This design comes from an exercise in tuning for small area, a short achievable clock period and few clock cycles on the open sky130 flow, not from production work.
Only simulation tests tie the RTL to the original design; equivalence was not proved.
Power is estimated from default activity; no workload was simulated.

**design/flow/config.mk**
```make
export PLATFORM = sky130hd
export DESIGN_NAME = mbxrc
export DESIGN_NICKNAME = mbxrc
export VERILOG_FILES = /design/flow/design.v
export SDC_FILE = /design/flow/constraint.sdc
export NUM_CORES = 8
export LEC_CHECK = 0
export CAP_MARGIN = 20
export CORE_MARGIN = 2
export CORE_UTILIZATION = 40
export CTS_CLUSTER_DIAMETER = 80
export CTS_CLUSTER_SIZE = 25
export SETUP_SLACK_MARGIN = 4
export SLEW_MARGIN = 20
```
**design/flow/standard.sh**
```bash
#!/bin/bash
# synth_recipe.tcl (not shown) runs the flow's synth.tcl, then flattens the netlist and writes it again
# the make line also repeats each setting of config.mk as NAME=value (left out here)
make -C /OpenROAD-flow-scripts/flow DESIGN_CONFIG=/design/flow/config.mk WORK_HOME=/design/flow/orfs CLKGATE_MAP_FILE= SYNTH_SCRIPT=/design/flow/synth_recipe.tcl "${@:-finish}"
```
**design/flow/flow/run.sh**
```bash
#!/bin/bash
# Layout: the standard ORFS flow (standard.sh, synthesis unchanged) with two
# layout choices passed to ORFS:
#  - the port buffers that buffer_ports inserts are sky130_fd_sc_hd__buf_2
#    (by default it picks the delay cell sky130_fd_sc_hd__clkdlybuf4s50_1);
set -euo pipefail
bash standard.sh \
  "BUFFER_PORTS_ARGS=-buffer_cell sky130_fd_sc_hd__buf_2" \
  "CTS_ARGS=-sink_clustering_enable -repair_clock_nets -sink_clustering_size 25 -sink_clustering_max_diameter 80 -dont_use_dummy_load" \
  finish > layout.log 2>&1
```
**design/flow/design.v**
```verilog
module mbxrc (
    input  wire        clk,
    input  wire        rst,         
    input  wire        side_fw,     
    input  wire        req_valid,
    input  wire        req_we,
    input  wire [7:0]  req_addr,
    input  wire [31:0] req_wdata,
    output reg         req_ready,
    output reg  [31:0] req_rdata,
    output reg         mem_valid,
    output reg         mem_we,
    output reg  [6:0]  mem_addr,
    output reg  [31:0] mem_wdata,
    input  wire        mem_ready,
    input  wire [31:0] mem_rdata,
    output reg         diag_valid,
    output reg  [31:0] diag_data
);
    localparam [31:0] MAGIC_VALID = 32'hC0DE600D;
    localparam [31:0] MAGIC_TOMB  = 32'hC0DEDEAD;
    localparam [3:0] ST_OK = 4'd0, ST_NONE = 4'd1, ST_EINVARG = 4'd2, ST_ENOSPC = 4'd3,
                     ST_EINVAL = 4'd4, ST_ERES = 4'd5, ST_ETIMEOUT = 4'd6,
                     ST_EILLEGAL = 4'd7, ST_ESTATE = 4'd8, ST_EFAULT = 4'd9;
    localparam [4:0] O_TOPHYS = 5'b00_001, O_WRMSG = 5'b00_010, O_RDMSG = 5'b00_011,
                     O_WRCMD  = 5'b00_100, O_RDCMD = 5'b00_101,
                     O_PUT    = 5'b01_000, O_GET   = 5'b01_001, O_PEEK  = 5'b01_010,
                     O_REF    = 5'b01_011, O_GETC  = 5'b01_100, O_CLEAR = 5'b01_101,
                     O_DUMP   = 5'b01_110,
                     O_OPEN   = 5'b10_000, O_ATTACH = 5'b10_001, O_CLOSE = 5'b10_010,
                     O_SIGRD  = 5'b10_011, O_SIGWR  = 5'b10_100, O_WAIT  = 5'b10_101;
    localparam IDLE = 0,  ONE  = 1,  RC   = 2,  RW   = 3,  PCHK = 4,  XF   = 5,
               PPUB = 6,  F0   = 7,  F3   = 8,  F4   = 9,  F1   = 10, F2   = 11,
               GWR  = 12, TOMB = 13, FIN  = 14, D1   = 15, D2   = 16, D3   = 17,
               D4   = 18, D5   = 19, OPN  = 20, ATT  = 21, SIG  = 22, W0   = 23,
               WC   = 24, WT   = 25, PRE  = 26, NS   = 27;
    reg [NS-1:0] sv;
    reg [4:0]  o;
    reg [1:0]  ch;
    reg [2:0]  clc;               
    reg [6:0]  cso;               
    reg        tbf, idx, ph;
    reg        eflag;
    reg [3:0]  k;
    reg [2:0]  n, nt;
    reg        fS, fM, fV, fT, f32, nospc, match, aerr;
    reg [5:0]  delta;
    reg [31:0] pos;
    reg [31:0] wcr;               
    reg [5:0]  fw;                
    reg [6:0]  fa;                
    reg [4:0]  ira;               
    reg [3:0]  status;
    reg [31:0] arg0, arg1, res0, res1, clen;
    reg [31:0] m0, m1, m2, m3, m4, m5;
    reg [31:0] cw0, cw1, cw2, cw3, cw4, cw5, cw6, cw7;
    reg        opened;
    reg        v_arg0, v_arg1, v_res0, v_res1, v_clen, v_m0, v_m1, v_m2, v_m3, v_m4, v_m5, v_cw0, v_cw1, v_cw2, v_cw3, v_cw4, v_cw5, v_cw6, v_cw7;
    reg [2:0]  lc0, lc1, lc2, lc3;       
    reg [6:0]  so1, so2, so3;            
    wire [31:0] w    = req_wdata;
    wire [7:0]  wopc = w[31:24];
    wire [4:0]  wo   = {wopc[5:4], wopc[2:0]};
    reg wmatch, wuch;
    always @(*) begin
        wmatch = 1'b0;
        wuch   = 1'b0;
        case (wopc)
            8'h01, 8'h20, 8'h21, 8'h22, 8'h25: wmatch = (w[23:0] == 24'd0);
            8'h02, 8'h03, 8'h04, 8'h05, 8'h11, 8'h12, 8'h16: begin
                wmatch = (w[15:0] == 16'd0); wuch = 1'b1;
            end
            8'h10: begin wmatch = (w[15:11] == 5'd0) && (w[7:0] == 8'd0); wuch = 1'b1; end
            8'h13: begin wmatch = (w[15:12] == 4'd0) && (w[10:0] == 11'd0); wuch = 1'b1; end
            8'h14, 8'h15: begin wmatch = (w[15:9] == 7'd0) && (w[7:0] == 8'd0); wuch = 1'b1; end
            8'h23, 8'h24: wmatch = (w[23:17] == 7'd0) && (w[15:0] == 16'd0);
            default: ;
        endcase
    end
    wire wprod  = (w[17] == side_fw);
    wire wcodec = (wo == O_WRMSG) || (wo == O_RDMSG) || (wo == O_WRCMD) || (wo == O_RDCMD);
    reg [3:0] westat;
    reg       weflag;
    always @(*) begin
        weflag = 1'b1;
        westat = ST_OK;
        if (!wmatch || (wuch && (w[23:18] != 6'd0)))
            westat = ST_EILLEGAL;
        else if (wuch && !opened)
            westat = ST_ESTATE;
        else if (((wo == O_PUT) || (wo == O_WRMSG) || (wo == O_WRCMD)) && !wprod)
            westat = ST_ESTATE;
        else if (((wo == O_GET) || (wo == O_CLEAR)) && wprod)
            westat = ST_ESTATE;
        else if ((wo == O_PUT) && (!w[8] || !w[9] || !(v_clen && (clen == 32'd32))))
            westat = ST_EINVARG;
        else if (((wo == O_GETC) || (wo == O_CLEAR)) && !w[8])
            westat = ST_EINVARG;
        else if (wcodec && v_arg0 && (arg0[1:0] != 2'd0))
            westat = ST_EFAULT;
        else if ((wo == O_GETC) && v_m4 && (m4[1:0] != 2'd0))
            westat = ST_EFAULT;
        else if ((wo == O_CLEAR) && v_m5 && (m5[1:0] != 2'd0))
            westat = ST_EFAULT;
        else
            weflag = 1'b0;
    end
    wire wput   = (wo == O_PUT);
    wire wrefpv = (wo == O_REF) && w[11];
    wire wring  = (wo == O_PUT) || (wo == O_GET) || (wo == O_PEEK) || (wo == O_REF) ||
                  (wo == O_CLEAR) || (wo == O_DUMP);
    wire wxf    = (wo == O_RDMSG) || (wo == O_RDCMD) || (wo == O_GETC);
    wire wpre   = (wo == O_WRMSG) || (wo == O_WRCMD) || (wo == O_SIGWR);
    wire       wrcsel = !(wput || wrefpv);
    wire [2:0] wch1   = {1'b0, w[17:16]} + 3'd1;
    reg [2:0] wlc;
    reg [6:0] wso;
    always @(*) begin
        case (w[17:16])
            2'd0: begin wlc = lc0; wso = 7'd18; end
            2'd1: begin wlc = lc1; wso = so1;   end
            2'd2: begin wlc = lc2; wso = so2;   end
            default: begin wlc = lc3; wso = so3; end
        endcase
    end
    wire [5:0] cmask = ~(6'h3F << clc);            
    wire [8:0] clen9 = 9'd4 << clc;                
    reg  [2:0] wl;                                 
    wire walk_end = (wl == 3'd0);
    reg  [2:0] wwmax;
    always @(*) begin
        case (wlc)
            3'd4: wwmax = 3'd1;
            3'd5: wwmax = 3'd2;
            3'd6: wwmax = 3'd4;
            default: wwmax = 3'd0;
        endcase
    end
    reg is_put, is_get, is_getc, is_clear, is_dump, is_rcv, xf_wr, is_msg;
    wire xf_m     = is_msg || (is_put && !ph);
    wire xf_last  = xf_m ? (k[2:0] == 3'd5) : (k[2:0] == 3'd7);
    wire put_k0   = is_put && !ph && (k == 4'd0);
    wire put_stop = nospc || (pos[1:0] != 2'd0);
    wire [31:0] dd   = wcr - pos;
    wire        dE   = (wcr == pos);
    wire        dS   = (dd[31:5] == 27'd0) && (dd[4:0] < 5'd24);
    wire [7:0] cc0l   = pos[7:0] + 8'd24;
    wire [8:0] remv   = clen9 - {1'b0, cc0l & {cmask, 2'b11}};
    wire [5:0] cdelta = (remv < 9'd32) ? (6'd24 + remv[5:0]) : 6'd24;
    wire [6:0] need   = {1'b0, delta} + 7'd32;
    wire [10:0] wlo   = {1'b0, dd[9:0]} + {2'b00, clen9};
    wire        whi0  = wlo[10] ? (dd[31:10] == 22'h3FFFFF) : (dd[31:10] == 22'd0);
    wire        cnospc = whi0 && (wlo[9:7] == 3'd0) && (wlo[6:0] < need);
    reg  [31:0] ax, ay, amk;
    reg  [9:0]  smv;
    always @(*) begin
        ax  = v_arg0 ? arg0 : 32'd0;
        ay  = 32'd0;
        amk = 32'hFFFFFFFF;
        smv = 10'd0;
        if (sv[IDLE]) begin                                         
            ax = v_m4 ? m4 : 32'd0;
            ay = v_m3 ? m3 : 32'd0;
        end
        if (sv[ONE])  begin ay = 32'hFFFFFFFF; amk = v_arg1 ? arg1 : 32'd0; end    
        if (sv[PCHK]) begin ax = pos; ay = {26'd0, delta}; end      
        if (sv[XF])   begin
            if (is_put) begin ax = m4; ay = 32'd32; end             
            else ay = (o == O_WRMSG) ? 32'd24 : 32'd32;             
        end
        if (sv[F0]) begin
            if (is_dump) begin amk = 32'd0; smv = {7'd0, n}; end    
            else ax = pos;                                          
        end
        if (sv[F3]) ax = pos;                                       
        if (sv[F2] || sv[WC]) ax = pos;                             
        if (sv[WT]) begin ax = pos; ay = 32'd1; end                 
        if (sv[W0]) amk = 32'd0;                                    
        if (sv[OPN]) begin amk = 32'd0; smv = 10'h1C8; end
        if (sv[ATT]) begin amk = 32'd0; smv = {anext[7:0], 2'b00}; end
    end
    wire [31:0] ab    = ((ax + ay) & amk) | {22'd0, smv};
    wire [31:0] inc32 = mem_rdata + 32'd32;
    wire [7:0] aoff  = (k[3:1] == 3'd0) ? 8'd18 : pos[7:0];        
    wire       ao_ok = (mem_rdata[31:10] == 22'd0) && (mem_rdata[9:0] == {aoff, 2'b00});
    wire [6:0] al    = mem_rdata[8:2];
    wire       al_1h = (al != 7'd0) && ((al & (al - 7'd1)) == 7'd0);
    wire [8:0] anext = {1'b0, aoff} + {2'b00, al};
    wire       al_ok = (mem_rdata[31:9] == 23'd0) && (mem_rdata[1:0] == 2'd0) && al_1h &&
                       (anext <= 9'd128);
    reg  [2:0] acode;
    always @(*) begin
        case (1'b1)
            al[6]: acode = 3'd6;
            al[5]: acode = 3'd5;
            al[4]: acode = 3'd4;
            al[3]: acode = 3'd3;
            al[2]: acode = 3'd2;
            al[1]: acode = 3'd1;
            default: acode = 3'd0;
        endcase
    end
    wire       astep_ok = k[0] ? al_ok : ao_ok;
    reg [31:0] apack;
    always @(*) begin
        apack = pos;
        apack[7:0] = anext[7:0];
        case (k[2:1])
            2'd0: begin apack[10:8]  = acode; apack[23:17] = anext[6:0]; end
            2'd1: begin apack[13:11] = acode; apack[30:24] = anext[6:0]; end
            default: apack[16:14] = acode;
        endcase
    end
    wire opw_pres = req_we && (req_addr == 8'd0);
    wire op_start = sv[IDLE] && req_valid && opw_pres;
    wire reg_wr   = sv[IDLE] && req_valid && req_we;
    wire f3fail = fS || fM || (is_rcv && !fV) || (is_dump && !fV && !fT) ||
                  (is_clear && !fT);
    wire wdone  = match || (pos == (v_arg1 ? arg1 : 32'd0));
    reg acc, awe, done, wait_hs;
    reg [3:0] fstat;
    always @(*) begin
        acc = sv[IDLE] | sv[RC] | sv[RW] | sv[PPUB] | (sv[F0] && (!dE || is_clear)) |
              sv[F1] | sv[F2] | sv[GWR] |
              sv[TOMB] | sv[D1] | sv[D2] | sv[D4] | sv[D5] | sv[OPN] | sv[ATT] | sv[SIG] |
              sv[WT] | (sv[XF] && !(put_k0 && put_stop)) |
              (sv[F3] && (!f3fail || is_clear)) |
              (sv[F4] && ((!f32 && is_clear) || (f32 && !(is_dump && fV)))) |
              (sv[FIN] && is_clear);
        awe = sv[PPUB] | sv[GWR] | sv[TOMB] | sv[OPN] | (sv[SIG] && (o == O_SIGWR)) |
              (sv[XF] && xf_wr) |
              (is_clear && ((sv[F0] && dE) | (sv[F3] && f3fail) | (sv[F4] && !f32) | sv[FIN]));
        done = sv[ONE] | sv[PPUB] | sv[GWR] | sv[FIN] | sv[SIG] |
               (sv[XF] && ((put_k0 && put_stop) || (xf_last && !is_put))) |
               (sv[F0] && dE) | (sv[F3] && f3fail) | (sv[F4] && !f32) | (sv[F2] && !is_get) |
               (sv[OPN] && (k == 4'd15)) | (sv[ATT] && (k == 4'd7)) | (sv[WC] && wdone);
        wait_hs = acc;
        fstat = ST_OK;
        if (sv[XF] && put_k0) fstat = nospc ? ST_ENOSPC : ST_EFAULT;
        if (sv[F0] && is_rcv) fstat = ST_NONE;                     
        if (sv[F3]) begin
            if (fS)      fstat = ST_ERES;
            else if (fM) fstat = ST_EFAULT;
            else         fstat = is_clear ? ST_OK : ST_EINVAL;
        end
        if (sv[F4] || sv[FIN]) fstat = ST_ERES;
        if (sv[ATT] && (aerr || !al_ok)) fstat = ST_ERES;
        if (sv[WC] && !match) fstat = ST_ETIMEOUT;
    end
    wire hs   = acc && mem_ready;
    wire fin  = done && (!wait_hs || mem_ready);
    wire adv  = !acc || mem_ready;
    wire wfetch = sv[PRE] || (sv[PCHK] && is_put) || (sv[F2] && mem_ready) ||
                  (sv[XF] && xf_wr && mem_ready);
    wire xf_more = !xf_last || (is_put && !ph);
    reg [NS-1:0] nx;
    always @(*) begin
        nx = {NS{1'b0}};
        if (op_start) begin
            if (weflag || (wo == O_TOPHYS) || (wo == O_CLOSE)) nx[ONE] = 1'b1;
            else if (wxf)                  nx[XF]  = 1'b1;
            else if (wpre)                 nx[PRE] = 1'b1;
            else if (wrefpv)               begin nx[F0] = mem_ready; nx[RW] = !mem_ready; end
            else if (wring)                begin nx[RW] = mem_ready; nx[RC] = !mem_ready; end
            else if (wo == O_OPEN)         nx[OPN] = 1'b1;
            else if (wo == O_ATTACH)       nx[ATT] = 1'b1;
            else if (wo == O_SIGRD)        nx[SIG] = 1'b1;
            else                           nx[W0]  = 1'b1;
        end else if (sv[IDLE])
            nx[IDLE] = 1'b1;
        if (!sv[IDLE] && !adv) nx = sv;
        else if (!sv[IDLE]) begin
            if (sv[RC])   nx[RW]   = 1'b1;
            if (sv[RW])   begin nx[PCHK] = is_put; nx[TOMB] = is_clear; nx[F0] = !is_put && !is_clear; end
            if (sv[PCHK]) nx[XF]   = 1'b1;
            if (sv[PRE])  begin nx[SIG] = (o == O_SIGWR); nx[XF] = (o != O_SIGWR); end
            if (sv[XF])   begin nx[XF] = xf_more; nx[PPUB] = xf_last && is_put && ph; end
            if (sv[F0])   nx[F3]   = 1'b1;
            if (sv[F3])   nx[F4]   = 1'b1;
            if (sv[F4])   begin
                nx[D1]  = is_dump && fV;
                nx[F1]  = is_rcv;
                nx[FIN] = !is_rcv && !(is_dump && fV) && walk_end;
                nx[F0]  = !is_rcv && !(is_dump && fV) && !walk_end;
            end
            if (sv[F1])   nx[F2]   = 1'b1;
            if (sv[F2])   nx[GWR]  = 1'b1;
            if (sv[TOMB]) nx[F0]   = 1'b1;
            if (sv[D1])   nx[D2]   = 1'b1;
            if (sv[D2])   nx[D3]   = 1'b1;
            if (sv[D3])   nx[D4]   = 1'b1;
            if (sv[D4])   nx[D5]   = 1'b1;
            if (sv[D5])   begin nx[FIN] = walk_end; nx[F0] = !walk_end; end
            if (sv[OPN])  nx[OPN]  = 1'b1;
            if (sv[ATT])  nx[ATT]  = 1'b1;
            if (sv[W0])   nx[WC]   = 1'b1;
            if (sv[WC])   nx[WT]   = 1'b1;
            if (sv[WT])   nx[WC]   = 1'b1;
        end
        if (fin) begin
            nx = {NS{1'b0}};
            nx[IDLE] = 1'b1;
        end
    end
    wire [5:0] cmask_x = sv[IDLE] ? ~(6'h3F << wlc) : cmask;
    wire [6:0] cso_x   = sv[IDLE] ? wso : cso;
    wire [2:0] ch1_x   = sv[IDLE] ? wch1 : ({1'b0, ch} + 3'd1);
    wire fail_n = dS || (pos[1:0] != 2'd0) || (mem_rdata != MAGIC_TOMB);
    wire f32_n  = (mem_rdata == 32'd32);
    reg [5:0] fsrc;
    reg [5:0] fdel;
    always @(*) begin
        fsrc = fw;
        fdel = 6'd0;
        if (sv[IDLE]) fsrc = wrefpv ? ab[7:2] : ((wo == O_GETC) ? (v_m4 ? m4[7:2] : 6'd0) :
                                                              (v_arg0 ? arg0[7:2] : 6'd0));
        if (sv[PRE])  fsrc = v_arg0 ? arg0[7:2] : 6'd0;
        if (sv[RW])   fsrc = is_clear ? (v_m5 ? m5[7:2] : 6'd0) : pos[7:2];
        if (sv[PCHK] || sv[TOMB]) fsrc = pos[7:2];
        if (sv[XF]) begin
            if (xf_last) fsrc = m4[7:2];
            else fdel = 6'd1;
        end
        if (sv[F0]) fdel = 6'd3;
        if (sv[F3] || sv[F1] || sv[D1] || sv[D2] || sv[D3]) fdel = 6'd1;
        if (sv[F4]) begin
            if (is_rcv || (is_dump && fV)) fdel = 6'h3D;        
            else begin fsrc = mem_rdata[7:2]; fdel = 6'd8; end
        end
        if (sv[D5]) begin fsrc = mem_rdata[7:2]; fdel = 6'd8; end
    end
    wire [5:0] fw_n    = (fsrc + fdel) & cmask_x;
    wire [6:0] field_n = cso_x + {1'b0, fw_n};
    wire use_ctrl = (sv[IDLE] && wring && !(wrefpv && mem_ready)) || sv[RC] ||
                    (sv[XF] && xf_last && ph) || sv[F2] ||
                    (sv[F0] && is_clear && fail_n) || (sv[F3] && is_clear && !f32_n) ||
                    (((sv[F4] && !is_rcv && !(is_dump && fV)) || sv[D5]) && walk_end);
    wire rcs = sv[IDLE] ? (mem_ready ? !wrcsel : wrcsel) :
               sv[RC]   ? is_put :
               !sv[XF];
    reg       use_oth;
    reg [6:0] oth;
    always @(*) begin
        use_oth = 1'b1;
        oth     = 7'd0;
        if (sv[IDLE] && ((wo == O_OPEN) || (wo == O_ATTACH))) oth = 7'd2;
        else if (sv[IDLE] && (wo == O_SIGRD)) oth = {6'd0, w[16]};
        else if (sv[PRE] && (o == O_SIGWR))   oth = {6'd0, idx};
        else if (sv[OPN]) oth = 7'd3 + {3'd0, k};
        else if (sv[ATT]) oth = 7'd2 + {2'd0, k[2:1] + {1'b0, k[0]}, 2'b00} + {6'd0, !k[0]};
        else if (sv[WC])  oth = 7'd0;
        else use_oth = 1'b0;
    end
    wire [6:0] fa_n = use_ctrl ? {2'b00, ch1_x, 1'b0, rcs} : (use_oth ? oth : field_n);
    always @(*) begin
        mem_valid = acc;
        mem_we    = awe;
        mem_addr  = sv[IDLE] ? {2'b00, wch1, 1'b0, wrcsel} :
                    (sv[F0] && dE) ? {2'b00, {1'b0, ch} + 3'd1, 2'b01} : fa;
    end
    reg [31:0] opd;
    always @(*) begin
        case (k[1:0])
            2'd0: case (k[3:2])
                      2'd0: opd = 32'h48;
                      2'd1: opd = 32'h88;
                      2'd2: opd = 32'h108;
                      default: opd = 32'h148;
                  endcase
            2'd1: opd = k[2] ? 32'd128 : 32'd64;
            default: opd = 32'd0;
        endcase
    end
    wire [4:0]  ra = req_addr[4:0] | ira;
    wire        rz = (req_addr[7:5] == 3'd0);
    wire [3:0]  e  = 4'd1 << ra[1:0];
    wire [5:0]  h  = {ra[4:2] == 3'd5, ra[4:2] == 3'd4, ra[4:2] == 3'd3,
                      ra[4:2] == 3'd2, ra[4:2] == 3'd1, ra[4:2] == 3'd0};
    wire [31:0] g0 = ({32{e[1]}} & {28'd0, status}) | ({32{e[2] && v_arg0}} & arg0) |
                     ({32{e[3] && v_arg1}} & arg1);
    wire [31:0] g1 = ({32{e[0] && v_res0}} & res0) | ({32{e[1] && v_res1}} & res1) |
                     ({32{e[2] && v_clen}} & clen);
    wire [31:0] g2 = ({32{e[0] && v_m0}} & m0) | ({32{e[1] && v_m1}} & m1) |
                     ({32{e[2] && v_m2}} & m2) | ({32{e[3] && v_m3}} & m3);
    wire [31:0] g3 = ({32{e[0] && v_m4}} & m4) | ({32{e[1] && v_m5}} & m5);
    wire [31:0] g4 = ({32{e[0] && v_cw0}} & cw0) | ({32{e[1] && v_cw1}} & cw1) |
                     ({32{e[2] && v_cw2}} & cw2) | ({32{e[3] && v_cw3}} & cw3);
    wire [31:0] g5 = ({32{e[0] && v_cw4}} & cw4) | ({32{e[1] && v_cw5}} & cw5) |
                     ({32{e[2] && v_cw6}} & cw6) | ({32{e[3] && v_cw7}} & cw7);
    always @(*) begin
        req_rdata = {32{rz}} & (({32{h[0]}} & g0) | ({32{h[1]}} & g1) | ({32{h[2]}} & g2) |
                                ({32{h[3]}} & g3) | ({32{h[4]}} & g4) | ({32{h[5]}} & g5));
    end
    always @(*) begin
        if (sv[TOMB])
            mem_wdata = MAGIC_TOMB;
        else if (sv[OPN])
            mem_wdata = opd;
        else if (sv[F0] || sv[F3] || sv[F4] || sv[FIN])
            mem_wdata = pos;
        else
            mem_wdata = wcr;
    end
    always @(*) begin
        req_ready = sv[IDLE] ? !opw_pres : fin;
    end
    always @(*) begin
        diag_valid = (sv[F4] && is_dump && fV && f32) || sv[D3] ||
                     ((sv[D1] || sv[D2] || sv[D4] || sv[D5]) && mem_ready);
        if (sv[F4])      diag_data = MAGIC_VALID;
        else if (sv[D3]) diag_data = 32'd32;
        else if (sv[D5]) diag_data = pos;
        else             diag_data = mem_rdata;
    end
    wire [31:0] wb = sv[IDLE] ? req_wdata : ((sv[PCHK] || (sv[XF] && is_put)) ? ab : mem_rdata);
    wire rd_xf = sv[XF] && !xf_wr && mem_ready;
    wire put_pub = sv[XF] && put_k0 && !nospc;
    wire rcv_f4 = sv[F4] && f32 && is_rcv && mem_ready;
    wire we_a0  = reg_wr && (req_addr == 8'd2);
    wire we_a1  = reg_wr && (req_addr == 8'd3);
    wire we_cl  = reg_wr && (req_addr == 8'd6);
    wire set_cl = rd_xf && !xf_m && xf_last;
    wire we_m0  = (reg_wr && (req_addr == 8'd8))  || (rd_xf && xf_m && (k[2:0] == 3'd0));
    wire we_m1  = (reg_wr && (req_addr == 8'd9))  || (rd_xf && xf_m && (k[2:0] == 3'd1)) ||
                  (sv[F1] && mem_ready);
    wire we_m2  = (reg_wr && (req_addr == 8'd10)) || (rd_xf && xf_m && (k[2:0] == 3'd2)) ||
                  (sv[F2] && mem_ready);
    wire we_m3  = (reg_wr && (req_addr == 8'd11)) || (rd_xf && xf_m && (k[2:0] == 3'd3));
    wire we_m4  = (reg_wr && (req_addr == 8'd12)) || (rd_xf && xf_m && (k[2:0] == 3'd4)) ||
                  (sv[PCHK] && !cnospc) || rcv_f4;
    wire we_m5  = (reg_wr && (req_addr == 8'd13)) || (rd_xf && xf_m && (k[2:0] == 3'd5));
    wire m5_ab  = sv[F2] && mem_ready;
    wire we_cw0 = (reg_wr && (req_addr == 8'd16)) || (rd_xf && !xf_m && (k[2:0] == 3'd0));
    wire we_cw1 = (reg_wr && (req_addr == 8'd17)) || (rd_xf && !xf_m && (k[2:0] == 3'd1));
    wire we_cw2 = (reg_wr && (req_addr == 8'd18)) || (rd_xf && !xf_m && (k[2:0] == 3'd2));
    wire we_cw3 = (reg_wr && (req_addr == 8'd19)) || (rd_xf && !xf_m && (k[2:0] == 3'd3));
    wire we_cw4 = (reg_wr && (req_addr == 8'd20)) || (rd_xf && !xf_m && (k[2:0] == 3'd4));
    wire we_cw5 = (reg_wr && (req_addr == 8'd21)) || (rd_xf && !xf_m && (k[2:0] == 3'd5));
    wire we_cw6 = (reg_wr && (req_addr == 8'd22)) || (rd_xf && !xf_m && (k[2:0] == 3'd6));
    wire we_cw7 = (reg_wr && (req_addr == 8'd23)) || (rd_xf && !xf_m && (k[2:0] == 3'd7)) ||
                  (put_pub && tbf);
    wire clr_ok  = !fS && !fM;
    wire we_r0 = (sv[ONE] && !eflag && (o == O_TOPHYS)) ||
                 (put_pub && (pos[1:0] == 2'd0)) ||
                 (sv[XF] && xf_wr && xf_last && !is_put && mem_ready) ||
                 (sv[F3] && fin && is_clear && clr_ok) ||
                 (sv[F0] && dE && (is_dump || (is_clear && mem_ready))) ||
                 rcv_f4 ||
                 (sv[OPN] && (k == 4'd15) && mem_ready) ||
                 (sv[ATT] && (k == 4'd7) && mem_ready && !aerr && al_ok) ||
                 (sv[SIG] && (o == O_SIGRD) && mem_ready) ||
                 (sv[WC] && wdone);
    wire [31:0] res0_d = sv[F4] ? inc32 : (sv[SIG] ? mem_rdata : ab);
    wire we_r1 = (sv[PCHK] && !cnospc && (pos[1:0] == 2'd0)) ||
                 (sv[F3] && fin && is_clear && clr_ok) ||
                 (sv[F0] && dE && (is_dump || (is_clear && mem_ready)));
    wire [31:0] res1_d = (sv[F0] || sv[F3]) ? {29'd0, is_dump ? nt : n} : ab;
    wire we_pos = (op_start && (wrefpv || mem_ready)) || (sv[RC] && mem_ready) ||
                  (sv[F4] && f32 && !is_rcv && !(is_dump && fV) && mem_ready) ||
                  (sv[D5] && mem_ready) || (sv[ATT] && k[0] && mem_ready) ||
                  sv[W0] || (sv[WT] && mem_ready);
    wire [31:0] pos_d = (sv[F4] || sv[D5]) ? inc32 :
                        sv[ATT] ? apack :
                        ((sv[IDLE] && wrefpv) || sv[W0] || sv[WT]) ? ab : mem_rdata;
    wire we_wcr = (op_start && wrefpv && mem_ready) || (sv[RW] && mem_ready);
    always @(posedge clk) begin
        if (rst) begin
            sv     <= {{(NS-1){1'b0}}, 1'b1};
            ira    <= 5'd0;
            status <= ST_OK;
            v_arg0 <= 1'b0; v_arg1 <= 1'b0; v_res0 <= 1'b0; v_res1 <= 1'b0; v_clen <= 1'b0;
            v_m0 <= 1'b0; v_m1 <= 1'b0; v_m2 <= 1'b0; v_m3 <= 1'b0; v_m4 <= 1'b0; v_m5 <= 1'b0;
            v_cw0 <= 1'b0; v_cw1 <= 1'b0; v_cw2 <= 1'b0; v_cw3 <= 1'b0; v_cw4 <= 1'b0; v_cw5 <= 1'b0; v_cw6 <= 1'b0; v_cw7 <= 1'b0;
            opened <= 1'b0;
        end else begin
            sv <= nx;
            if (we_a0) v_arg0 <= 1'b1;
            if (we_a1) v_arg1 <= 1'b1;
            if (we_cl || set_cl) v_clen <= 1'b1;
            if (we_m0 || rcv_f4) v_m0 <= 1'b1;
            if (we_m1) v_m1 <= 1'b1;
            if (we_m2) v_m2 <= 1'b1;
            if (we_m3 || rcv_f4) v_m3 <= 1'b1;
            if (we_m4) v_m4 <= 1'b1;
            if (we_m5 || m5_ab) v_m5 <= 1'b1;
            if (we_cw0) v_cw0 <= 1'b1;
            if (we_cw1) v_cw1 <= 1'b1;
            if (we_cw2) v_cw2 <= 1'b1;
            if (we_cw3) v_cw3 <= 1'b1;
            if (we_cw4) v_cw4 <= 1'b1;
            if (we_cw5) v_cw5 <= 1'b1;
            if (we_cw6) v_cw6 <= 1'b1;
            if (we_cw7) v_cw7 <= 1'b1;
            if (we_r0) v_res0 <= 1'b1;
            if (we_r1) v_res1 <= 1'b1;
            if (we_a0) arg0 <= req_wdata;
            if (we_a1) arg1 <= req_wdata;
            if (we_cl) clen <= req_wdata; else if (set_cl) clen <= 32'd32;
            if (we_m0) m0 <= wb; else if (rcv_f4) m0 <= MAGIC_VALID;
            if (we_m1) m1 <= wb;
            if (we_m2) m2 <= wb;
            if (we_m3) m3 <= wb; else if (rcv_f4) m3 <= 32'd32;
            if (we_m4) m4 <= wb;
            if (we_m5) m5 <= wb; else if (m5_ab) m5 <= ab;
            if (we_cw0) cw0 <= wb;
            if (we_cw1) cw1 <= wb;
            if (we_cw2) cw2 <= wb;
            if (we_cw3) cw3 <= wb;
            if (we_cw4) cw4 <= wb;
            if (we_cw5) cw5 <= wb;
            if (we_cw6) cw6 <= wb;
            if (we_cw7) cw7 <= wb;
            if (we_r0) res0 <= res0_d;
            if (we_r1) res1 <= res1_d;
            if (op_start && weflag) status <= westat;
            else if (fin && !(sv[ONE] && eflag)) status <= fstat;
            if (fin)
                ira <= 5'd0;
            else if (op_start)
                ira <= ((wo == O_PUT) || (wo == O_WRMSG)) ? 5'd8 :
                       (wo == O_WRCMD) ? 5'd16 :
                       (wo == O_SIGWR) ? 5'd2 :
                       (wo == O_GET) ? 5'd4 : 5'd0;
            else if (wfetch)
                ira <= (ira == 5'd13) ? 5'd16 : ((ira == 5'd23) ? 5'd4 : ira + 5'd1);
            if (op_start) begin
                is_put   <= (wo == O_PUT);
                is_get   <= (wo == O_GET);
                is_getc  <= (wo == O_GETC);
                is_clear <= (wo == O_CLEAR);
                is_dump  <= (wo == O_DUMP);
                is_rcv   <= (wo == O_GET) || (wo == O_PEEK) || (wo == O_REF);
                xf_wr    <= (wo == O_WRMSG) || (wo == O_WRCMD) || (wo == O_PUT);
                is_msg   <= (wo == O_WRMSG) || (wo == O_RDMSG);
                wl       <= wwmax;
                clc   <= wlc;
                cso   <= wso;
                o     <= wo;
                ch    <= w[17:16];
                tbf   <= w[10];
                idx   <= w[16];
                n     <= 3'd0;
                nt    <= 3'd0;
                aerr  <= 1'b0;
                eflag <= weflag;
                k     <= 4'd0;
                ph    <= 1'b0;
            end
            if (hs && (sv[XF] || sv[OPN] || sv[ATT])) begin
                if (sv[XF] && xf_last) begin
                    k  <= 4'd0;
                    ph <= 1'b1;
                end else
                    k <= k + 4'd1;
            end
            if (sv[ONE] && !eflag && (o == O_CLOSE)) opened <= 1'b0;
            if (sv[RW]) delta <= cdelta;
            if (sv[PCHK]) nospc <= cnospc;
            if (sv[F0]) begin
                fS <= dS;
                fM <= (pos[1:0] != 2'd0);
                fV <= (mem_rdata == MAGIC_VALID);
                fT <= (mem_rdata == MAGIC_TOMB);
            end
            if (sv[F3]) f32 <= f32_n;
            if (sv[F4] && f32 && !is_rcv && !(is_dump && fV) && mem_ready) begin
                if (is_dump) nt <= nt + 3'd1; else n <= n + 3'd1;
                wl <= wl - 3'd1;
            end
            if (sv[D5] && mem_ready) begin
                n  <= n + 3'd1;
                wl <= wl - 3'd1;
            end
            if (sv[OPN] && mem_ready && (k == 4'd15)) begin
                lc0 <= 3'd4; lc1 <= 3'd5; lc2 <= 3'd4; lc3 <= 3'd5;
                so1 <= 7'd34; so2 <= 7'd66; so3 <= 7'd82;
                opened <= 1'b1;
            end
            if (sv[ATT] && mem_ready) begin
                if (!astep_ok) aerr <= 1'b1;
                if ((k == 4'd7) && !aerr && al_ok) begin
                    lc0 <= pos[10:8]; lc1 <= pos[13:11]; lc2 <= pos[16:14]; lc3 <= acode;
                    so1 <= pos[23:17]; so2 <= pos[30:24]; so3 <= pos[6:0];
                    opened <= 1'b1;
                end
            end
            if (sv[W0]) match <= 1'b0;
            if (sv[WT] && mem_ready) match <= (mem_rdata == (v_arg0 ? arg0 : 32'd0));
            if (we_pos) pos <= pos_d;
            if (wfetch) wcr <= req_rdata;
            else if (we_wcr) wcr <= mem_rdata;
            if (sv[IDLE] || adv) begin
                fw <= fw_n;
                fa <= fa_n;
            end
        end
    end
endmodule
```
**design/flow/constraint.sdc**
```tcl
create_clock -name core_clock -period 10.0 [get_ports {clk}]
set_input_delay 2.0000 -clock core_clock [delete_from_list [all_inputs] [get_ports {clk}]]
set_output_delay 2.0000 -clock core_clock [all_outputs]
set_load 0.01 [all_outputs]
```
==> results of run 1 <==
cells by family after synthesis:
logic type,Yosys count
flip-flops,828
adder cells (fa/ha/maj),133
XOR/XNOR,123
buffers and inverters,532
AND/OR/NAND/NOR,1566
AO/OA/AOI/OAI,1595
multiplexers,103
timing repair:
action,CTS,global route
cloned,10,2
endpoints found under the setup margin,200,159
pin swaps,71,70
gates resized for setup,223,130
buffers inserted,89,50
hold buffers,0,0
hold endpoints to repair,0,0
power by group:
part / internal, W / switching, W / leakage [nW]
logic: 0.000105 / 0.000308 / 10.8
registers: 0.00378 / 0.00000891 / 7.76
clock network: 0.000886 / 0.00119 / 0.616
total: 0.00477 / 0.00151 / 19.1
area by class of cell:
type / instances / area [um2] / area share
flip-flops and latches: 828 / 24300 / 0.440
multi-input cells: 3526 / 23600 / 0.427
repair buffers: 449 / 3400 / 0.0616
well taps: 1612 / 2020 / 0.0365
clock buffers: 50 / 1250 / 0.0226
inverters: 163 / 662 / 0.0120
diodes: 9 / 22.5 / 0.000408
worst paths after layout:
check	endpoint	startpoint	depth (start not counted)	slack (ps)
worst max register to register	res1[23]	pos[1]	19	4120
worst max-delay path	req_rdata[23]	req_addr[1]	10	3820
worst min register to register	v_m0	v_m0	1	440
worst min-delay path	v_m0	v_m0	1	440
metal layers:
| metal | global-route usage | up-vias |
|---|---|---|
| li1 | - | 18800 |
| met1 | 0.505 | 22300 |
| met2 | 0.536 | 3622 |
| met3 | 0.100 | 642 |
| met4 | 0.210 | 14 |
| met5 | 0 | - |
cell usage in the layout, fill, tap and decap left out, types with 77 or more instances in the layout:
master	instances
a21oi_1	374
a22o_1	77
a22oi_1	165
buf_2	173
buf_4	229
edfxtp_1	772
ha_1	96
inv_1	139
mux2i_1	91
nand2_1	492
nand3_1	113
nor2_1	434
nor3_1	88
o21ai_0	235
o22ai_1	106
xnor2_1	86
through the flow:
stage,std cells,total power [W],cell area [um2]
2_1_floorplan,4880,0.00405,48400
3_3_place_gp,6427,0.00422,50900
3_5_place_dp,6427,0.00423,51000
4_1_cts,6576,0.00624,54200
5_1_grt,6631,0.00638,55200
6_report,6637,0.00628,55200
critical path: stages:
cell      delay, ps
buf_12          110
or2_4           280
and3_4          260
buf_8           160
a22o_1          210
a221oi_2        270
o22ai_1         160
nor4_1          360
nor2_2          150
buf_2           210
==> results.yml, run 1 <==
detailed_routing:
  via_per_inst: 6.84
  wire_per_inst_um: 35.7
  drt_iter0_drc: 7909
  ant_nets: 0
  top_layer: "met5"
  met3_length_mm: 30.9
  vias: 45400
  wl_met2_mm: 98.3
  drt-pass1-iter-count: 8
  wl_met1_mm: 91.4
  wl_mm: 237
  drc: 0
timing:
  maxSlewHeadroom: 0.194
  setup_ws_ps: 3820
  timing.final.crit_period_ps: 6180
  hold_slack_ps: 444
  finalHoldViolCount: 0
  rsz0062_at_grt: "yes"
  finalSetupViolations: 0
  fin_tns_setup_ps: 0
  fmax_ghz: 0.162
  slew_violations: 0
  skew_ps: 95.3
  worstMarginPinSlew_ps: 1210
  timing.final.crit_share: 0.618
synth:
  synthTopCellsByArea: "edfxtp_1 (48%), a21oi_1 (4.2%), nand2_1 (3.9%)"
  syn_inst: 4880
  ys_seq_area_frac: 0.503
  synth_most_common_cell: "edfxtp_1"
  synth_common_cells: "edfxtp_1 (772), nand2_1 (497), nor2_1 (468)"
  synth_compound_area_frac: 0.221
  synth_ff_type: "edfxtp_1"
  synthDistinctLibCells: 105
  synth_top_family_by_area: "compound AO/OA/AOI/OAI gates"
  synthMuxAreaShare: 0.0217
  yosysWarnings: 1
  yosys.area_share.simple: 0.151
  synthArstFlopShare: 0
  syn_area_um2: 48300
  synth.top_cell.area_share: 0.480
  synth_enable_flop_cells: 772
  synth.avg_cell_area_um2: 9.90
  synth-seq-cells: 828
  synth_top_cell_by_area: "edfxtp_1"
  synth_nets: 5089
  synth_xor_area_frac: 0.0223
  synthAdderAreaFrac: 0.0353
grt:
  grt_remaining_overflow: 0
  grt_max_degree: 68
  grt_first_pass_wirelength_mm: 324
  grt_pass1_vias: 40800
  antenna_found_initial: 13
  grt_usage: 0.372
power:
  power_density_nw_per_um2: 114
  ir_worst_vdd_v: 0.000119
  leakage_nw: 19.1
clock_network:
  cts_buffers: 50
  insertion_delay_ps: 710
  tritoncts: "done"
  cts_buffer_depth: 3
  cts.clk_slew.worst_paths_ps: 60
  htree_levels: 2
  cts.sinks: 828
  cts_root_buffer: "clkbuf_16"
floorplan:
  chipWidth_um: 351
  ios: 185
  die_area_um2: 124000
  die_h_um: 351
  core_um2: 120000
  rows: 127
  start_util: 0.403
worst_setup_path:
  crit_arrival_ps: 4180
  crit_type: "input pin to primary output"
  crit_path_end_kind: "primary output"
  crit_required_ps: 8000
  crit_path_start_kind: "input pin"
  critPathMaxFanout: 6
layout:
  synthToLayoutAreaGrowth_pct: 14.4
  layout-drive-gt1-share: 0.175
  utilization: 0.461
  fill_cells: 11300
  finalNetCount: 5227
placement:
  place_hpwl_mm: 168
  place.gp.congestion: 1.06
  port_buffers: 184
  pre_cts_slack_ps: 2660
min_path:
  hp-class: "register to register"
job:
  drv_cap: 0
status:
  status: "finished clean"
Testbench counts, summed over its fixed seeds: cycles 45,433.
==> run 2: changes to the inputs <==
--- a/design/flow/design.v
+++ b/design/flow/design.v
@@ -224,6 +224,6 @@
               sv[F1] | sv[F2] | sv[GWR] |
-              sv[TOMB] | sv[D1] | sv[D2] | sv[D4] | sv[D5] | sv[OPN] | sv[ATT] | sv[SIG] |
+              sv[TOMB] | sv[D1] | sv[D2] | sv[D3] | sv[D4] | sv[OPN] | sv[ATT] | sv[SIG] |
               sv[WT] | (sv[XF] && !(put_k0 && put_stop)) |
               (sv[F3] && (!f3fail || is_clear)) |
-              (sv[F4] && ((!f32 && is_clear) || (f32 && !(is_dump && fV)))) |
+              (sv[F4] && (f32 || is_clear)) |
               (sv[FIN] && is_clear);
@@ -291,4 +291,3 @@
             if (sv[D3])   nx[D4]   = 1'b1;
-            if (sv[D4])   nx[D5]   = 1'b1;
-            if (sv[D5])   begin nx[FIN] = walk_end; nx[F0] = !walk_end; end
+            if (sv[D4])   begin nx[FIN] = walk_end; nx[F0] = !walk_end; end
             if (sv[OPN])  nx[OPN]  = 1'b1;
@@ -324,8 +323,10 @@
         if (sv[F0]) fdel = 6'd3;
-        if (sv[F3] || sv[F1] || sv[D1] || sv[D2] || sv[D3]) fdel = 6'd1;
+        if (sv[F3]) fdel = (is_dump && fV) ? 6'h3E : 6'd1;     
+        if (sv[F1] || sv[D1] || sv[D2]) fdel = 6'd1;
         if (sv[F4]) begin
-            if (is_rcv || (is_dump && fV)) fdel = 6'h3D;        
+            if (is_rcv) fdel = 6'h3D;                            
+            else if (is_dump && fV) fdel = 6'd1;
             else begin fsrc = mem_rdata[7:2]; fdel = 6'd8; end
         end
-        if (sv[D5]) begin fsrc = mem_rdata[7:2]; fdel = 6'd8; end
+        if (sv[D4]) begin fsrc = mem_rdata[7:2]; fdel = 6'd8; end
     end
@@ -336,3 +337,3 @@
                     (sv[F0] && is_clear && fail_n) || (sv[F3] && is_clear && !f32_n) ||
-                    (((sv[F4] && !is_rcv && !(is_dump && fV)) || sv[D5]) && walk_end);
+                    (((sv[F4] && !is_rcv && !(is_dump && fV)) || sv[D4]) && walk_end);
     wire rcs = sv[IDLE] ? (mem_ready ? !wrcsel : wrcsel) :
@@ -407,7 +408,7 @@
     always @(*) begin
-        diag_valid = (sv[F4] && is_dump && fV && f32) || sv[D3] ||
-                     ((sv[D1] || sv[D2] || sv[D4] || sv[D5]) && mem_ready);
-        if (sv[F4])      diag_data = MAGIC_VALID;
-        else if (sv[D3]) diag_data = 32'd32;
-        else if (sv[D5]) diag_data = pos;
+        diag_valid = ((sv[F3] && is_dump && fV && !fS && !fM && f32_n) ||
+                      (sv[F4] && is_dump && fV && f32) ||
+                      sv[D1] || sv[D2] || sv[D3] || sv[D4]) && mem_ready;
+        if (sv[F3])      diag_data = MAGIC_VALID;
+        else if (sv[D4]) diag_data = pos;
         else             diag_data = mem_rdata;
@@ -459,5 +460,5 @@
                   (sv[F4] && f32 && !is_rcv && !(is_dump && fV) && mem_ready) ||
-                  (sv[D5] && mem_ready) || (sv[ATT] && k[0] && mem_ready) ||
+                  (sv[D4] && mem_ready) || (sv[ATT] && k[0] && mem_ready) ||
                   sv[W0] || (sv[WT] && mem_ready);
-    wire [31:0] pos_d = (sv[F4] || sv[D5]) ? inc32 :
+    wire [31:0] pos_d = (sv[F4] || sv[D4]) ? inc32 :
                         sv[ATT] ? apack :
@@ -569,3 +570,3 @@
             end
-            if (sv[D5] && mem_ready) begin
+            if (sv[D4] && mem_ready) begin
                 n  <= n + 3'd1;
==> run 2 against run 1 <==
  * Hold slack improved by 23 ps
  * Clock skew up 30 ps
  * Via count hardly changed
  * Flip-flop and latch count down 1
  * Maximum frequency down 2.2%
  * Synthesized cell count grew 0.74%
  * Global-route usage decreased by 0.30 points
  * Non-clock buffer count is 74 higher
==> results.yml, run 2 <==
timing:
  timing.final.crit_period_ps: 6320
  worstMarginPinSlew_ps: 1240
  maxSlewHeadroom: 0.167
  rsz0062_at_grt: "yes"
  finalHoldViolCount: 0
  fmax_ghz: 0.158
  fin_tns_setup_ps: 0
  slew_violations: 0
  timing.final.crit_share: 0.632
  finalSetupViolations: 0
  skew_ps: 125
floorplan:
  ios: 185
  die_h_um: 352
  start_util: 0.403
  rows: 127
  core_um2: 120000
  die_area_um2: 124000
  chipWidth_um: 352
clock_network:
  ctsHoldBuffers: 0
  tritoncts: "done"
  htree_levels: 2
  cts_buffer_depth: 3
  cts_buffers: 47
  cts.sinks: 827
  insertion_delay_ps: 740
  cts_root_buffer: "clkbuf_16"
  cts.clk_slew.worst_paths_ps: 60
synth:
  synth_top_cell_by_area: "edfxtp_1"
  synthMuxAreaShare: 0.0194
  synth_enable_flop_cells: 772
  synthArstFlopShare: 0
  synth_compound_area_frac: 0.222
  yosysWarnings: 1
  synth_top_family_by_area: "compound AO/OA/AOI/OAI gates"
  synth.avg_cell_area_um2: 9.83
  synthDistinctLibCells: 111
  synthTopCellsByArea: "edfxtp_1 (48%), a21oi_1 (4.1%), nor2_1 (3.8%)"
  synth.top_cell.area_share: 0.480
  ys_seq_area_frac: 0.503
  synth_ff_type: "edfxtp_1"
  synth_xor_area_frac: 0.0228
  synth_most_common_cell: "edfxtp_1"
  synth-seq-cells: 827
  syn_area_um2: 48300
  syn_inst: 4916
  yosys.area_share.simple: 0.156
  synthAdderAreaFrac: 0.0351
  synth_common_cells: "edfxtp_1 (772), nor2_1 (492), nand2_1 (479)"
  synth_nets: 5125
worst_setup_path:
  crit_type: "input pin to primary output"
  crit_path_end_kind: "primary output"
  crit_arrival_ps: 4320
  path_common_cell: "buf_12"
  crit_family: "simple AND/OR/NAND/NOR gates"
  max_stage_delay_ps: 310
  crit_path_start_kind: "input pin"
  crit_required_ps: 8000
  crit_slowest_cell: "a221oi_1"
  critPathMaxFanout: 8
  worst-path-buf-inv: 4
  crit_chain: "buf_12, or2_4, and3_4, buf_12, buf_16, a22o_1, a221oi_1, o22ai_2, nor4_2, nor2_2, buf_2"
layout:
  layout-drive-gt1-share: 0.197
  synthToLayoutAreaGrowth_pct: 18.1
  fill_cells: 11200
  mostFrequentLayoutCell: "edfxtp_1"
  finalNetCount: 5330
  most-common-layout-cells: "edfxtp_1 (772), nand2_1 (473), nor2_1 (449), a21oi_1 (371), buf_4 (271)"
grt:
  grt_first_pass_wirelength_mm: 323
  grt_usage: 0.369
  grt_remaining_overflow: 0
  grt_max_degree: 66
  antenna_found_initial: 8
  grt_pass1_vias: 41300
job:
  drv_cap: 0
min_path:
  hp-class: "register to register"
power:
  ir_worst_vdd_v: 0.000137
  leakage_nw: 19.7
  finalPower_w: 0.00620
  power_density_nw_per_um2: 109
placement:
  port_buffers: 184
  place.gp.congestion: 1.03
  place_hpwl_mm: 164
detailed_routing:
  drt-pass1-iter-count: 9
  wire_per_inst_um: 35.0
  drc: 0
  wl_mm: 236
  drt_iter0_drc: 7908
  ant_nets: 0
  vias: 45400
  via_per_inst: 6.74
status:
  status: "finished clean"
[run 2: changes by cell type after synthesis, moves of 18 or more]
| cell | change |
|---|---|
| clkbuf_1 | +35 |
| o21ai_0 | +31 |
| nor2_1 | +24 |
| nand3_1 | +19 |
| a211oi_1 | -18 |
| nand2_1 | -18 |
[run 2: area by class of cell]
cell class | instances | area (um2) | share of cell area
sequential | 827 | 24300 | 0.426
multi-input combinational | 3562 | 24200 | 0.425
timing repair buffer | 523 | 4620 | 0.0810
tap | 1612 | 2020 | 0.0354
clock buffer | 47 | 1180 | 0.0206
inverter | 160 | 671 | 0.0118
antenna | 4 | 10.0 | 0.000175
[run 2: final timing paths]
path / start / to / slack [ps] / cells after the start
worst max-delay path: req_addr[0] / req_rdata[7] / 3680 / 11
worst min-delay path: v_cw1 / v_cw1 / 470 / 1
worst min register to register: v_cw1 / v_cw1 / 470 / 1
worst max register to register: is_put / res0[31] / 4000 / 17
[run 2: per-layer routing]
metal,track usage,part of all wire
met5,0,0.00019
met4,0.220,0.076
met3,0.103,0.13
met2,0.548,0.43
met1,0.480,0.37
[run 2: worst reg2reg max path: stages, from the launching register on]
cell and delay, ps:
edfxtp_1 480, buf_4 210, a21oi_4 170, buf_12 240, and2_0 210, buf_4 320, a22oi_1 240, o22ai_1 420
ha_1 410, nand2_1 160, o21ai_0 170, a2111oi_1 760, a211oi_1 300, o21ai_0 460, xnor2_1 200, nand2_1 240
or2_2 340, a22oi_1 470
[run 2: cells by family after synthesis]
| group | Yosys count |
|---|---|
| multiplexers | 92 |
| AO/OA/AOI/OAI | 1595 |
| AND/OR/NAND/NOR | 1608 |
| XOR/XNOR | 126 |
| buffers and inverters | 536 |
| adder cells (fa/ha/maj) | 132 |
| flip-flops | 827 |
[run 2: stage by stage]
step / util / instance area (um2) / instances / worst slack [ps] / hold WS, ps
2_1_floorplan: - / 48400 / 4916 / 4000 / 418
3_3_place_gp: 0.426 / 51100 / 6454 / 2640 / 427
3_5_place_dp: 0.426 / 51100 / 6454 / 2540 / 431
4_1_cts: 0.465 / 55700 / 6658 / 3850 / 463
5_1_grt: 0.476 / 57000 / 6733 / 3700 / 477
6_report: 0.476 / 57000 / 6735 / 3680 / 467
[run 2: where the power goes]
group	total [W]	switching (W)	internal, W
clock	0.00200	0.00116	0.000834
sequential	0.00378	0.00000994	0.00377
combinational	0.000422	0.000309	0.000113
total	0.00620	0.00148	0.00472
[run 2: timing repair]
action / 4_1_cts / 5_1_grt
gates resized for setup: 378 / 166
setup buffers: 133 / 69
pin swaps: 118 / 96
endpoints found under the setup margin: 263 / 179
gates cloned: 24 / 3
Testbench counts of run 2, summed over its fixed seeds: cycles 45,311.
==> run 3: changes to the inputs <==
==> design/flow/run.sh (new file) <==
#!/bin/bash
# synth_recipe.tcl (not shown) runs the flow's synth.tcl, then flattens the netlist and writes it again
# the make line also repeats each setting of config.mk as NAME=value (left out here)
make -C /OpenROAD-flow-scripts/flow DESIGN_CONFIG=/design/flow/config.mk WORK_HOME=/design/flow/orfs CLKGATE_MAP_FILE= SYNTH_SCRIPT=/design/flow/synth_recipe.tcl finish
--- a/design/flow/config.mk
+++ b/design/flow/config.mk
@@ -10,4 +10,4 @@
 export CORE_UTILIZATION = 40
-export CTS_CLUSTER_DIAMETER = 80
-export CTS_CLUSTER_SIZE = 25
+export CTS_CLUSTER_DIAMETER = 60
+export CTS_CLUSTER_SIZE = 20
 export SETUP_SLACK_MARGIN = 4
removed: design/flow/flow/run.sh
removed: design/flow/standard.sh
==> run 3 against run 2 <==
  * Still clean
  * Flip-flop and latch count unchanged
  * Clock skew down 72 ps
  * Total power is 25% higher
  * Non-clock buffer count rose by 58
  * Combinational power is 18% higher
==> results.yml, run 3 <==
placement:
  place_hpwl_mm: 163
  port_buffers: 184
  place.gp.congestion: 1.04
grt:
  grt_pass1_vias: 42300
  grt_first_pass_wirelength_mm: 327
  grt_remaining_overflow: 0
  antenna_found_initial: 8
  grt_usage: 0.372
  grt_max_degree: 60
timing:
  fmax_ghz: 0.157
  hold_slack_ps: 458
  finalSetupViolations: 0
  timing.final.crit_share: 0.637
  rsz0062_at_grt: "yes"
  finalHoldViolCount: 0
  timing.final.crit_period_ps: 6370
  skew_ps: 53.0
  maxSlewHeadroom: 0.181
  worstMarginPinSlew_ps: 1210
  slew_violations: 0
  fin_tns_setup_ps: 0
floorplan:
  rows: 127
  chipWidth_um: 352
  die_h_um: 352
  start_util: 0.403
  die_area_um2: 124000
  ios: 185
  core_um2: 120000
min_path:
  hold_end: "v_cw5"
  hp-class: "register to register"
  hold-path-cell-count: 1
  min_from: "v_cw5"
power:
  p_sw_w: 0.00200
  p_seq_frac: 0.487
  power_density_nw_per_um2: 129
  ir_worst_vdd_v: 0.000123
  pwr-share-comb: 0.064
  swShare: 0.258
  intPower_w: 0.00577
  clockPowerShare: 0.449
  leakage_nw: 20.9
clock_network:
  cts_buffer_depth: 3
  ctsHoldBuffers: 0
  cts_root_buffer: "clkbuf_16"
  cts.sinks: 827
  cts_buffers: 83
  cts.clk_slew.worst_paths_ps: 80
  tritoncts: "done"
  htree_levels: 3
  insertion_delay_ps: 730
detailed_routing:
  drc: 0
  vias: 46600
  wl_mm: 238
  via_per_inst: 6.75
  wire_per_inst_um: 34.5
  drt-pass1-iter-count: 10
  drt_iter0_drc: 8169
  ant_nets: 0
synth:
  synth_ff_type: "edfxtp_1"
  synthTopCellsByArea: "edfxtp_1 (48%), a21oi_1 (4.1%), nor2_1 (3.8%)"
  synth-seq-cells: 827
  yosysWarnings: 1
  synth_enable_flop_cells: 772
  synth_common_cells: "edfxtp_1 (772), nor2_1 (492), nand2_1 (479)"
  synth.avg_cell_area_um2: 9.83
  synth_nets: 5125
  synthDistinctLibCells: 111
  synthArstFlopShare: 0
  synth_most_common_cell: "edfxtp_1"
  syn_inst: 4916
  syn_area_um2: 48300
  ys_seq_area_frac: 0.503
  synth_top_cell_by_area: "edfxtp_1"
  synth.top_cell.area_share: 0.480
worst_setup_path:
  ff2ff_path_depth: 17
  crit_family: "simple AND/OR/NAND/NOR gates"
  regToRegSetupSlack_ps: 4040
  max_stage_delay_ps: 660
  crit_chain: "buf_12, or2_4, buf_6, and3_4, a222oi_1, nor2_2, nor4_1, nor2_1, buf_2"
  rr_startpoint: "sv[0]"
  crit_type: "input pin to primary output"
  critPathMaxFanout: 7
  crit_required_ps: 8000
  crit_arrival_ps: 4370
  crit_path_end_kind: "primary output"
  crit_slowest_cell: "a222oi_1"
  worst-path-buf-inv: 3
  r2r-end: "m5[30]"
  crit_path_start_kind: "input pin"
layout:
  layout-drive-gt1-share: 0.200
  fill_cells: 10900
  most-common-layout-cells: "edfxtp_1 (772), nand2_1 (473), nor2_1 (442), a21oi_1 (367), buf_4 (302)"
  synthToLayoutAreaGrowth_pct: 24.4
  finalNetCount: 5426
  mostFrequentLayoutCell: "edfxtp_1"
job:
  drv_cap: 0
status:
  status: "finished clean"
## run 3: cell counts after synthesis
Identical to the previous run, type by type.
## run 3: logic make-up after synthesis
kind of cell               share of synthesized area
AOI/OAI and AO/OA                              0.222
xor gates and xnor gates                      0.0228
and+or+nand+nor                                0.156
adders and majority gates                     0.0351
buffers and inverters                         0.0423
muxes                                         0.0194
DFF                                            0.503
## run 3: repair_timing
item,CTS,global route
cloned,24,5
resized for setup,730,122
setup endpoints to repair,310,181
pin swaps,147,89
buffers inserted,183,36
## run 3: layout make-up
type / instances / area (um2) / area share
Multi-Input combinational cell: 3564 / 24300 / 0.405
Sequential cell: 827 / 24300 / 0.404
Timing Repair Buffer: 581 / 5740 / 0.0955
Clock buffer: 87 / 2110 / 0.0351
Tap cell: 1612 / 2020 / 0.0335
Clock inverter: 66 / 915 / 0.0152
Inverter: 160 / 674 / 0.0112
Antenna cell: 6 / 15.0 / 0.000250
## run 3: power groups by stage
stage / combinational, W / sequential (W) / clock (W)
2_1_floorplan: 0.000186 / 0.00386 / 0
3_3_place_gp: 0.000388 / 0.00386 / 0
3_5_place_dp: 0.000391 / 0.00386 / 0
4_1_cts: 0.000461 / 0.00379 / 0.00349
5_1_grt: 0.000507 / 0.00379 / 0.00361
6_report: 0.000498 / 0.00379 / 0.00349
## run 3: worst max path at each step
stage / cells after the start / end / from
final: 9 / req_rdata[26] / req_addr[0]
after global routing: 10 / req_rdata[28] / req_addr[0]
after floorplan: 20 / fa[6] / mem_rdata[2]
after detailed placement: 9 / req_rdata[8] / req_addr[0]
after CTS: 11 / req_rdata[4] / req_addr[1]
after global placement: 9 / req_rdata[8] / req_addr[0]
## run 3: layer usage
| layer | GRT usage | wire length [um] | up-vias |
|---|---|---|---|
| li1 | - | - | 19400 |
| met1 | 0.482 | 86600 | 22600 |
| met2 | 0.550 | 99900 | 3753 |
| met3 | 0.108 | 32600 | 820 |
| met4 | 0.222 | 18800 | 2 |
| met5 | 0.000392 | 20 | - |
## run 3: through the flow
| step | area, um2 | setup slack, ps | instances | utilization | total power, W |
|---|---|---|---|---|---|
| finish | 60100 | 3630 | 6903 | 0.502 | 0.00777 |
| floorplan | 48400 | 4000 | 4916 | - | 0.00404 |
| global placement | 52300 | 1880 | 6494 | 0.436 | 0.00425 |
| detailed placement | 52300 | 1830 | 6496 | 0.437 | 0.00425 |
| CTS | 59300 | 3790 | 6856 | 0.495 | 0.00774 |
| global route | 60100 | 3690 | 6898 | 0.502 | 0.00791 |

## what the ideal ports hide
No port has a modelled driver above. Below, the same layouts with a new extraction and two added sets of constraints. Step 1 assumes that a clkbuf_16 drives the clock port and a buf_2 every other input. Step 2 moves the port delays by t, midway between the first and last clock arrival at a register: inputs arrive t later, outputs are due t later. That takes back most of the time a late clock gives input paths. a / b / c = no drivers / after step 1 / after step 2; a / b = the first two.
run	shift t [ns]	slack for setup (ns)	worst setup path after step 2	clock arrival spread, ns	pins driven straight from the clock port
run 1	0.748	3.821 / 3.766 / 3.311	input to register	0.095 / 0.096	1
run 2	0.750	3.685 / 3.631 / 3.137	input to register	0.125 / 0.125	1
run 3	0.774	3.627 / 3.573 / 3.210	input to register	0.054 / 0.054	1
After both steps setup and hold are still met in every run listed. For run 2, which loses most, drivers alone change the setup slack by -0.054 ns; drivers and shift together by -0.548 ns.
